What follows belongs to an exercise in optimizing a design on an open flow for small area; a production flow would make more cautious choices. Function was checked by simulation only, so behaviour that the tests miss may differ from the original. Power and IR drop assume default switching activity.

`config.mk`:
```
export PLATFORM = sky130hd
export DESIGN_NAME = adc_seq
export DESIGN_NICKNAME = adc_seq
export VERILOG_FILES = /design/flow/design.v
export SDC_FILE = /design/flow/constraint.sdc
export NUM_CORES = 4
export LEC_CHECK = 0
export CAP_MARGIN = 20
export CORE_MARGIN = 2
export CORE_UTILIZATION = 40
export SLEW_MARGIN = 20
```
`constraint.sdc`:
```
create_clock -name core_clock -period 6.0 [get_ports {clk}]
set_input_delay 1.2000 -clock core_clock [delete_from_list [all_inputs] [get_ports {clk}]]
set_output_delay 1.2000 -clock core_clock [all_outputs]
set_load 0.01 [all_outputs]
```
`design.v`:
```
module adc_seq (
    input  wire        clk,
    input  wire        rst,
    input  wire        cmd_valid,
    input  wire [31:0] cmd_word,
    input  wire [31:0] cmd_addr,
    input  wire [31:0] cmd_a,
    input  wire [31:0] cmd_b,
    output wire        ready,
    output wire        rsp_valid,
    output wire [1:0]  rsp_kind,
    output wire [31:0] rsp_data,
    input  wire        rsp_take,
    output wire        busy,
    output wire        fault,
    output wire [2:0]  fault_cause,
    output wire [31:0] fault_info,
    output wire [15:0] pin_oe,
    output wire [15:0] pin_out,
    output wire        conv_start,
    output wire [4:0]  conv_ch,
    output wire        conv_trusted,
    input  wire        conv_done,
    input  wire [11:0] conv_data
);
    localparam [31:0] A_CLK0  = 32'h1000_0000;
    localparam [31:0] A_CLK1  = 32'h1000_0004;
    localparam [31:0] A_MODER = 32'h2000_0000;
    localparam [31:0] A_ODR   = 32'h2000_0014;
    localparam [31:0] A_SR    = 32'h3000_0000;
    localparam [31:0] A_CR    = 32'h3000_0008;
    localparam [31:0] A_SQR   = 32'h3000_0034;
    localparam [31:0] A_DR    = 32'h3000_004C;
    localparam [3:0] OP_RD = 4'h1, OP_WR = 4'h2, OP_MOD = 4'h3, OP_PORT_INIT = 4'h4,
                     OP_PIN_SET = 4'h5, OP_ADC_INIT = 4'h6, OP_ADC_READ = 4'h7;
    localparam [2:0] S_IDLE = 3'd0, S_RSP = 3'd1, S_FAULT = 3'd2, S_START = 3'd3,
                     S_STAB = 3'd4, S_POLL = 3'd5;
    localparam [2:0] F_NONE = 3'd0, F_ILLEGAL = 3'd1, F_MISALIGNED = 3'd2,
                     F_UNMAPPED = 3'd3, F_UNCLOCKED = 3'd4, F_RO_WRITE = 3'd5,
                     F_DISTURBED = 3'd6;
    reg [31:0] clk0, clk1, moder, odr, sqr, cr;
    reg [11:0] dr;
    reg        eoc, settled, conv_busy;
    reg [2:0]  st;
    reg        isdata;       
    reg [2:0]  fcause;
    reg [31:0] d;            
    reg [3:0]  cnt;
    wire idle = (st == S_IDLE);
    wire acc  = idle & cmd_valid;
    wire [3:0] op = cmd_word[3:0];
    wire hi_zero  = (cmd_word[31:9] == 23'd0);
    wire mid_zero = (cmd_word[8:4] == 5'd0);
    reg legal;
    always @(*) begin
        case (op)
            OP_RD, OP_WR, OP_MOD, OP_ADC_INIT, OP_ADC_READ:
                legal = hi_zero & mid_zero;
            OP_PORT_INIT:
                legal = hi_zero & mid_zero & (cmd_a[31:16] == 16'd0);
            OP_PIN_SET:
                legal = hi_zero;
            default:
                legal = 1'b0;
        endcase
    end
    wire op_rd   = (op == OP_RD);
    wire op_wr   = (op == OP_WR);
    wire op_mod  = (op == OP_MOD);
    wire op_pi   = (op == OP_PORT_INIT);
    wire op_ps   = (op == OP_PIN_SET);
    wire op_ai   = (op == OP_ADC_INIT);
    wire op_ar   = (op == OP_ADC_READ);
    wire op_wm   = op_wr | op_mod;
    wire [31:0] a = cmd_addr;
    wire op_gen = op_rd | op_wm;
    wire is_clk0  = (a == A_CLK0);
    wire is_clk1  = (a == A_CLK1);
    wire is_moder = (a == A_MODER);
    wire is_odr   = (a == A_ODR);
    wire is_sr    = (a == A_SR);
    wire is_cr    = (a == A_CR);
    wire is_sqr   = (a == A_SQR);
    wire is_dr    = (a == A_DR);
    wire mapped   = is_clk0 | is_clk1 | is_moder | is_odr | is_sr | is_cr | is_sqr | is_dr;
    wire clocked  = is_clk0 | is_clk1 |
                    ((is_moder | is_odr) & clk0[0]) |
                    ((is_sr | is_cr | is_sqr | is_dr) & clk1[8]);
    wire gen = idle & op_gen;
    wire b_clk0  = gen & is_clk0;
    wire b_clk1  = gen & is_clk1;
    wire b_moder = (gen & is_moder) | (idle & op_pi);
    wire b_odr   = (gen & is_odr) | (idle & op_ps);
    wire b_sr    = gen & is_sr;
    wire b_cr    = gen & is_cr;
    wire b_sqr   = gen & is_sqr;
    wire b_dr    = (gen & is_dr) | ~idle;
    wire [31:0] rdata = ({32{b_clk0}}  & clk0)  |
                        ({32{b_clk1}}  & clk1)  |
                        ({32{b_moder}} & moder) |
                        ({32{b_odr}}   & odr)   |
                        ({32{b_sr}}    & {30'd0, eoc, 1'b0}) |
                        ({32{b_cr}}    & cr)    |
                        ({32{b_sqr}}   & sqr)   |
                        ({32{b_dr}}    & {20'd0, dr});
    wire [15:0] pin_bit = 16'd1 << cmd_word[7:4];
    reg  [31:0] clr, set;
    integer i;
    always @(*) begin
        for (i = 0; i < 32; i = i + 1) begin
            clr[i] = op_wr | (op_mod & cmd_b[i]) | (op_pi & cmd_a[i/2]) |
                     (op_ps & (i < 16) & pin_bit[i % 16]);
            set[i] = (op_wm & cmd_a[i]) | (op_pi & (i % 2 == 0) & cmd_a[i/2]) |
                     (op_ps & (i < 16) & pin_bit[i % 16] & cmd_word[8]);
        end
    end
    wire [31:0] wdata = (rdata & ~clr) | set;
    wire [31:0] wbus  = wdata & {32{~rst}};
    wire cr_w0   = cmd_a[0] | (op_mod & cr[0] & ~cmd_b[0]);
    wire cr_w30  = cmd_a[30];
    wire clk1_w8 = cmd_a[8] | (op_mod & clk1[8] & ~cmd_b[8]);
    wire disturbs = conv_busy & ((is_cr & (cr_w30 | ~cr_w0)) | is_sqr | (is_clk1 & ~clk1_w8));
    reg [2:0] gfault;
    always @(*) begin
        if (a[1:0] != 2'b00)
            gfault = F_MISALIGNED;
        else if (!mapped)
            gfault = F_UNMAPPED;
        else if (!clocked)
            gfault = F_UNCLOCKED;
        else if (op_wm & (is_sr | is_dr))
            gfault = F_RO_WRITE;
        else if (op_wm & disturbs)
            gfault = F_DISTURBED;
        else
            gfault = F_NONE;
    end
    reg [2:0]  cause;
    reg [31:0] finfo;
    always @(*) begin
        cause = F_NONE;
        finfo = a;
        if (!legal) begin
            cause = F_ILLEGAL;
            finfo = cmd_word;
        end else if (op_gen) begin
            cause = gfault;
        end else if (op_ps) begin
            cause = clk0[0] ? F_NONE : F_UNCLOCKED;
            finfo = A_ODR;
        end else if (op_ai) begin
            cause = conv_busy ? F_DISTURBED : F_NONE;
            finfo = A_SQR;
        end else if (op_ar) begin
            cause = !clk1[8] ? F_UNCLOCKED : conv_busy ? F_DISTURBED : F_NONE;
            finfo = A_CR;
        end
    end
    wire ok   = acc & (cause == F_NONE);
    wire g_wr = ok & op_wm;
    wire b_wr = ok & (op_wm | op_pi | op_ps);    
    wire ai_ok    = ok & op_ai;
    wire ai_run   = acc & legal & op_ai;           
    wire pi_ok    = ok & op_pi;
    wire ar_ok    = ok & op_ar;
    wire wr_start = g_wr & is_cr & cr_w30 & cr_w0;
    wire ar_start = ar_ok & cr[0];
    wire start    = wr_start | ar_start;
    wire settle_clr = (g_wr & is_cr & (cr_w0 != cr[0])) | (g_wr & is_clk1 & ~clk1_w8) |
                      (ai_ok & ~cr[0]);
    wire stab_end = (st == S_STAB) & (cnt == 4'd15);
    wire we_clk0  = (b_wr & b_clk0)  | rst;
    wire we_clk1  = (b_wr & b_clk1)  | rst;
    wire we_moder = (b_wr & b_moder) | rst;
    wire we_odr   = (b_wr & b_odr)   | rst;
    wire we_sqr   = (b_wr & b_sqr)   | rst;
    wire we_cr    = (b_wr & b_cr)    | rst;
    wire set_clk0_0  = (pi_ok | ai_run) & ~rst;
    wire set_ai      = ai_run & ~rst;
    wire set_ai_ok   = ai_ok & ~rst;
    always @(posedge clk) begin
        if (we_clk0) clk0[31:1] <= wbus[31:1];
        if (we_clk0 | set_clk0_0) clk0[0] <= wbus[0] | set_clk0_0;
        if (we_clk1) begin clk1[31:9] <= wbus[31:9]; clk1[7:0] <= wbus[7:0]; end
        if (we_clk1 | set_ai) clk1[8] <= wbus[8] | set_ai;
        if (we_moder) begin moder[31:10] <= wbus[31:10]; moder[7:0] <= wbus[7:0]; end
        if (we_moder | set_ai) moder[9:8] <= wbus[9:8] | {2{set_ai}};
        if (we_odr) odr <= wbus;
        if (we_sqr) sqr[31:5] <= wbus[31:5];
        if (we_sqr | set_ai_ok) sqr[4:0] <= set_ai_ok ? 5'd4 : wbus[4:0];
        if (we_cr) begin cr[31] <= wbus[31]; cr[29:1] <= wbus[29:1]; end
        if (we_cr | set_ai_ok) cr[0] <= wbus[0] | set_ai_ok;
        cr[30] <= 1'b0;
    end
    always @(posedge clk) begin
        if (rst) begin
            dr <= 12'd0;
            eoc <= 1'b0;
            settled <= 1'b0;
            conv_busy <= 1'b0;
        end else begin
            if (settle_clr)
                settled <= 1'b0;
            else if (stab_end & cr[0])
                settled <= 1'b1;
            if ((ok & op_rd & is_dr) | ((st == S_POLL) & eoc))
                eoc <= 1'b0;
            if (start) begin
                eoc <= 1'b0;
                conv_busy <= 1'b1;
            end
            if (conv_done & conv_busy) begin
                dr <= conv_data;
                eoc <= 1'b1;
                conv_busy <= 1'b0;
            end
        end
    end
    always @(posedge clk) begin
        if (idle | ((st == S_POLL) & eoc))
            d <= (idle & (cause != F_NONE)) ? finfo : rdata;
        if (idle) begin
            fcause <= cause;
            isdata <= op_rd | op_ar;
            cnt <= 4'd0;
        end else begin
            cnt <= cnt + 4'd1;
        end
        if (rst) begin
            st <= S_IDLE;
        end else begin
            case (st)
                S_IDLE:
                    if (acc) begin
                        if (cause != F_NONE)    st <= S_FAULT;
                        else if (start)         st <= S_START;
                        else if (op_ai)         st <= S_STAB;
                        else if (op_ar)         st <= S_POLL;
                        else                    st <= S_RSP;
                    end
                S_RSP:   if (rsp_take) st <= S_IDLE;
                S_START: st <= isdata ? S_POLL : S_RSP;
                S_STAB:  if (cnt == 4'd15) st <= S_RSP;
                S_POLL:  if (eoc) st <= S_RSP;
                default: ;  
            endcase
        end
    end
    wire rsp_on = (st == S_RSP);
    assign ready       = idle;
    assign busy        = ~idle & ~rsp_on & ~fault;
    assign fault       = (st == S_FAULT);
    assign fault_cause = fcause & {3{fault}};
    assign fault_info  = d & {32{fault}};
    assign rsp_valid   = rsp_on;
    assign rsp_kind    = {rsp_on & isdata, rsp_on & ~isdata};
    assign rsp_data    = d & {32{rsp_on & isdata}};
    assign conv_start   = (st == S_START);
    assign conv_ch      = sqr[4:0];
    assign conv_trusted = settled & (sqr[4:0] == 5'd4) & (moder[9:8] == 2'b11);
    genvar n;
    generate
        for (n = 0; n < 16; n = n + 1) begin : g_pin
            assign pin_oe[n]  = clk0[0] & (moder[2*n+1:2*n] == 2'b01);
            assign pin_out[n] = pin_oe[n] & odr[n];
        end
    endgenerate
endmodule
```
`run.sh`:
```
#!/bin/bash
# synth_recipe.tcl (not shown) runs the flow's synth.tcl, then flattens the netlist and writes it again
# the make line also repeats each setting of config.mk as NAME=value (left out here)
make -C /OpenROAD-flow-scripts/flow DESIGN_CONFIG=/design/flow/config.mk WORK_HOME=/design/flow/orfs CLKGATE_MAP_FILE= SYNTH_SCRIPT=/design/flow/synth_recipe.tcl finish
```
==> results.txt <==
- Power Internal: 3.190 mW
- Worst-Margin Slew: roughly 1200 ps
- Worst setup EP type: register
- Global-route wire length before repair: approximately 75000 um
- Die W: 182.3 um
- DRT Wirelength: roughly 52000 um
- Crit-path slowest cell: nor4_1
- Req. time, crit path: roughly 6300 ps
- Peak supply drop: 0.0002367 V
- Cell area after synthesis: 0.01271 mm2
- Grt met1 use: around two fifths
- Gr ovfl total: 0
- Leak Pwr: between 5 and 6 nW
- Layout area overhead: 32.04%
- Area post-placement: 0.01598 mm2
- Crit-path max FO: 15
- Synth top area cells: edfxtp_1, and3_1, dfxtp_1, nand2_1, a21oi_1
- Antenna-violating nets left: 0
- RD Place Congestion: 1.028
- Hold Path Stages: 1
- Cell Pwr Density: about 260 mW/mm2
- Min Tclk post-route: 5173 ps
- Final Cycle Share: a little under nine tenths
- Die H: 182.3 um
- Max Cap Violations: 0
- Max Slew Vio Count: 0
- CP Class: in2reg
- Remaining DRCs: 0
- Nets: roughly 1500
- Endpoints failing setup: 0
- Post-DP HPWL: about 38000 um
- Worst-path clk slew: about 60 ps
- Critical path's largest stage delay: about 770 ps
- Sequential share of the synthesized area: between 50% and 60%
- Arrival time worst endpoint: 5470 ps
- Yosys top cell area share: 53.62%
- Die area: ~0.033 mm2
- # Post-CTS Setup Buffers: 0
- Clock share of power: between 30% and 40%
- DR pass1 iterations: 6
- Cells after synthesis: ~1100
- Drt initial violations: roughly 1400
- Area of the core: between 0.03 and 0.04 mm2
- Register share of total power: 49.2%
- Max Clock Skew: between 10 and 15 ps
- Initial antenna violation count: 3
- Drt wl/cell: between 20 and 30 um
- GR Util met2: 48.43%
- Ant diodes: 0
- Vias in the first global route: approximately 11000
- Share of layout cells above drive strength 1: 9.213%
- Largest net degree at the start of global routing: 61
- Cell taking the most area after synthesis: edfxtp_1
- Number of buffers added on ports: roughly 260
- Final hold viol count: 0
- Initial Util: ~40%
- Sw Ratio: a little over a quarter
- Logic pwr share: 14.8%
- Htree depth: 1
- CTS Buffer Depth: 3
- Via-per-instance ratio: about 6.3
- Met3 usage: 5.448%
- I/O Pins: between 200 and 300
- Cts hold-fix bufs: 0
- Switching Power: 1.149 mW
- Seq cells post-synth: 249
- Mapped Nets: 1287
- Netlist cell types: 69
- Hold Path Class: reg2reg
- Final setup TNS: 0 ps
- Top_reg_cell synth: edfxtp_1
- FILL cells: 2752
- Fmax: roughly 190 MHz
- CTS buffer count: 27
- Unrepaired setup endpoints after global routing: no
- Cells on worst reg2reg path: 8
- Avg Inst Size Synth: between 10 and 15 um2
- Grt peak-use layer: met2
- CTS tree: done
- Post-synth EDFFs: about 230
- CP startpoint kind: input port
- Yosys warnings: 1
- Finished Cell Area: 0.01679 mm2
- Rows: between 60 and 70
- Cts repair resizes: 0
- Synth async-reset ratio: 0%
- Clock sink count: 249
- Top cell by count, worst path: buf_4
- Outcome: timing/DRC/antenna clean
- GRT Util Overall: 30.60%
- Relative slew slack: ~22%
- Cell chain of the critical path: clkdlybuf4s50_1 -> nor4_1 -> nand4_1 -> buf_4 -> or4_1 -> a21oi_2 -> buf_4 -> a221oi_1 -> nand3b_1 -> a21oi_1
- Worst skew pair latency: roughly 560 ps
- Root Driver: clkbuf_16
- Post-layout total power: 4.340 mW
- Via Count: 11430
-- worst paths after layout --
path                     start       end  slack, ps
setup / recovery  cmd_addr[17]  clk0[21]        830
hold / removal          cnt[0]    cnt[0]        450
setup reg to reg       clk0[0]  clk1[28]       2070
hold reg to reg         cnt[0]    cnt[0]        450
-- registers in the layout, indices dropped and copies added, names as in the netlist --
name       flops
clk0          32
clk1          32
cnt            4
conv_busy      1
cr            31
d             32
dr            12
eoc            1
fcause         3
isdata         1
moder         32
odr           32
settled        1
sqr           32
st             3
-- logic make-up (layout without fill, tap and decap cells) --
group / after synthesis / after routing / share of synthesized area, %
buf+inv: 96 / 366 / 3.100
fa+ha+maj: 1 / 1 / 0.09840
flops: 249 / 249 / 57.08
compound gates: 324 / 324 / 17.63
mux: 34 / 34 / 2.706
simple gates: 434 / 434 / 19.18
xor+xnor: 3 / 3 / 0.2067
-- power groups by stage --
| stage | clock, mW | combinational (mW) | sequential (mW) |
|---|---|---|---|
| floorplan | 0 | 0.290 | 2.13 |
| global placement | 0 | 0.632 | 2.17 |
| detailed placement | 0 | 0.633 | 2.17 |
| CTS | 1.57 | 0.636 | 2.14 |
| global route | 1.64 | 0.676 | 2.15 |
| finish | 1.56 | 0.643 | 2.14 |
-- per-layer routing --
layer | vias to the layer above | routed length [um]
met1 | 5582 | 21160
li1 | 5001 | -
met4 | 6 | 2270
met3 | 132 | 5115
met2 | 710 | 23420
met5 | - | 46
-- critical path: cells and delay by family --
kind / cells / cell delay (ps)
buf+inv: 3 / 1100
compound gates: 3 / 1230
simple gates: 4 / 1930
-- placed cells by master (no fill, tap or decap), types with 5 or more instances in the layout --
cell type / n
clkdlybuf4s50_1: 255
edfxtp_1: 227
nand2_1: 108
and3_1: 76
a21oi_1: 75
o21ai_0: 56
buf_4: 51
nor2_1: 39
mux2i_1: 31
a221oi_1: 30
a31oi_1: 30
and2_1: 29
a22oi_1: 29
nand3_1: 27
clkbuf_16: 27
a22o_1: 25
nor4_1: 22
dfxtp_1: 22
a221o_1: 21
nor3_1: 19
nand4_1: 18
nand2b_1: 17
and3b_1: 14
nand3b_1: 13
nor2b_1: 10
o211ai_1: 10
inv_1: 8
or2_2: 7
a211oi_1: 7
a222oi_1: 6
buf_12: 6
nor3b_1: 5
o21ai_2: 5
-- per-stage QoR --
stage | cells | util [%] | hold slack (ps) | setup slack (ps)
after global routing | 1813 | 53.48 | 461.3 | 740.7
after CTS | 1813 | 53.48 | 451.5 | 1029
after detailed placement | 1768 | 50.90 | 438.6 | 490.5
after global placement | 1768 | 50.89 | 428.2 | 522.2
after floorplan | 1141 | - | 417.6 | 27.36
final | 1813 | 53.48 | 447.3 | 827.0
-- layout make-up --
| type | count | area, um2 | share of cell area [%] |
|---|---|---|---|
| Tap cell | 402 | 503.0 | 2.996 |
| Timing Repair Buffer | 313 | 3060 | 18.23 |
| Inverter | 8 | 30.03 | 0.1789 |
| Clock buffer | 31 | 690.7 | 4.114 |
| Clock inverter | 14 | 116.4 | 0.6932 |
| Multi-Input combinational cell | 796 | 5130 | 30.56 |
| Sequential cell | 249 | 7257 | 43.23 |
-- synth_stat cells, types with 18 or more instances --
| cell | number |
|---|---|
| nor3_1 | 19 |
| a22oi_1 | 29 |
| and3_1 | 76 |
| a221oi_1 | 30 |
| nand3_1 | 27 |
| o21ai_0 | 61 |
| a31oi_1 | 30 |
| dfxtp_1 | 22 |
| edfxtp_1 | 227 |
| a221o_1 | 21 |
| a22o_1 | 25 |
| nand4_1 | 18 |
| a21oi_1 | 76 |
| mux2i_1 | 31 |
| clkbuf_1 | 71 |
| nand2_1 | 108 |
| nor4_1 | 23 |
| nor2_1 | 42 |
| and2_1 | 29 |

-- static timing again, ports no longer ideal --
The results above use ideal ports. As a check the final layout listed here was re-extracted and re-timed, cells and wires unchanged.
Step 1, drivers: a clkbuf_16 drives clk and a buf_2 each remaining input, both assumed.
Step 2 times the ports against the registers' clock, not the clock port: input delays grow and output delays shrink by t, the midpoint of the rising clock arrivals with the driver on.
a / b / c = no drivers / after step 1 / after step 2; a / b = the first two.
shift t [ns]: 0.604
slack for setup (ns): 0.827 / 0.849 / 0.245
hold slack, ns: 0.447 / 0.447 / 0.447
worst setup path at the end: input to register
cell pins on the clock port's net: 1
After both steps setup and hold are still met in this run. The setup slack of this run moves by +0.022 ns with the drivers and by -0.582 ns with both steps.
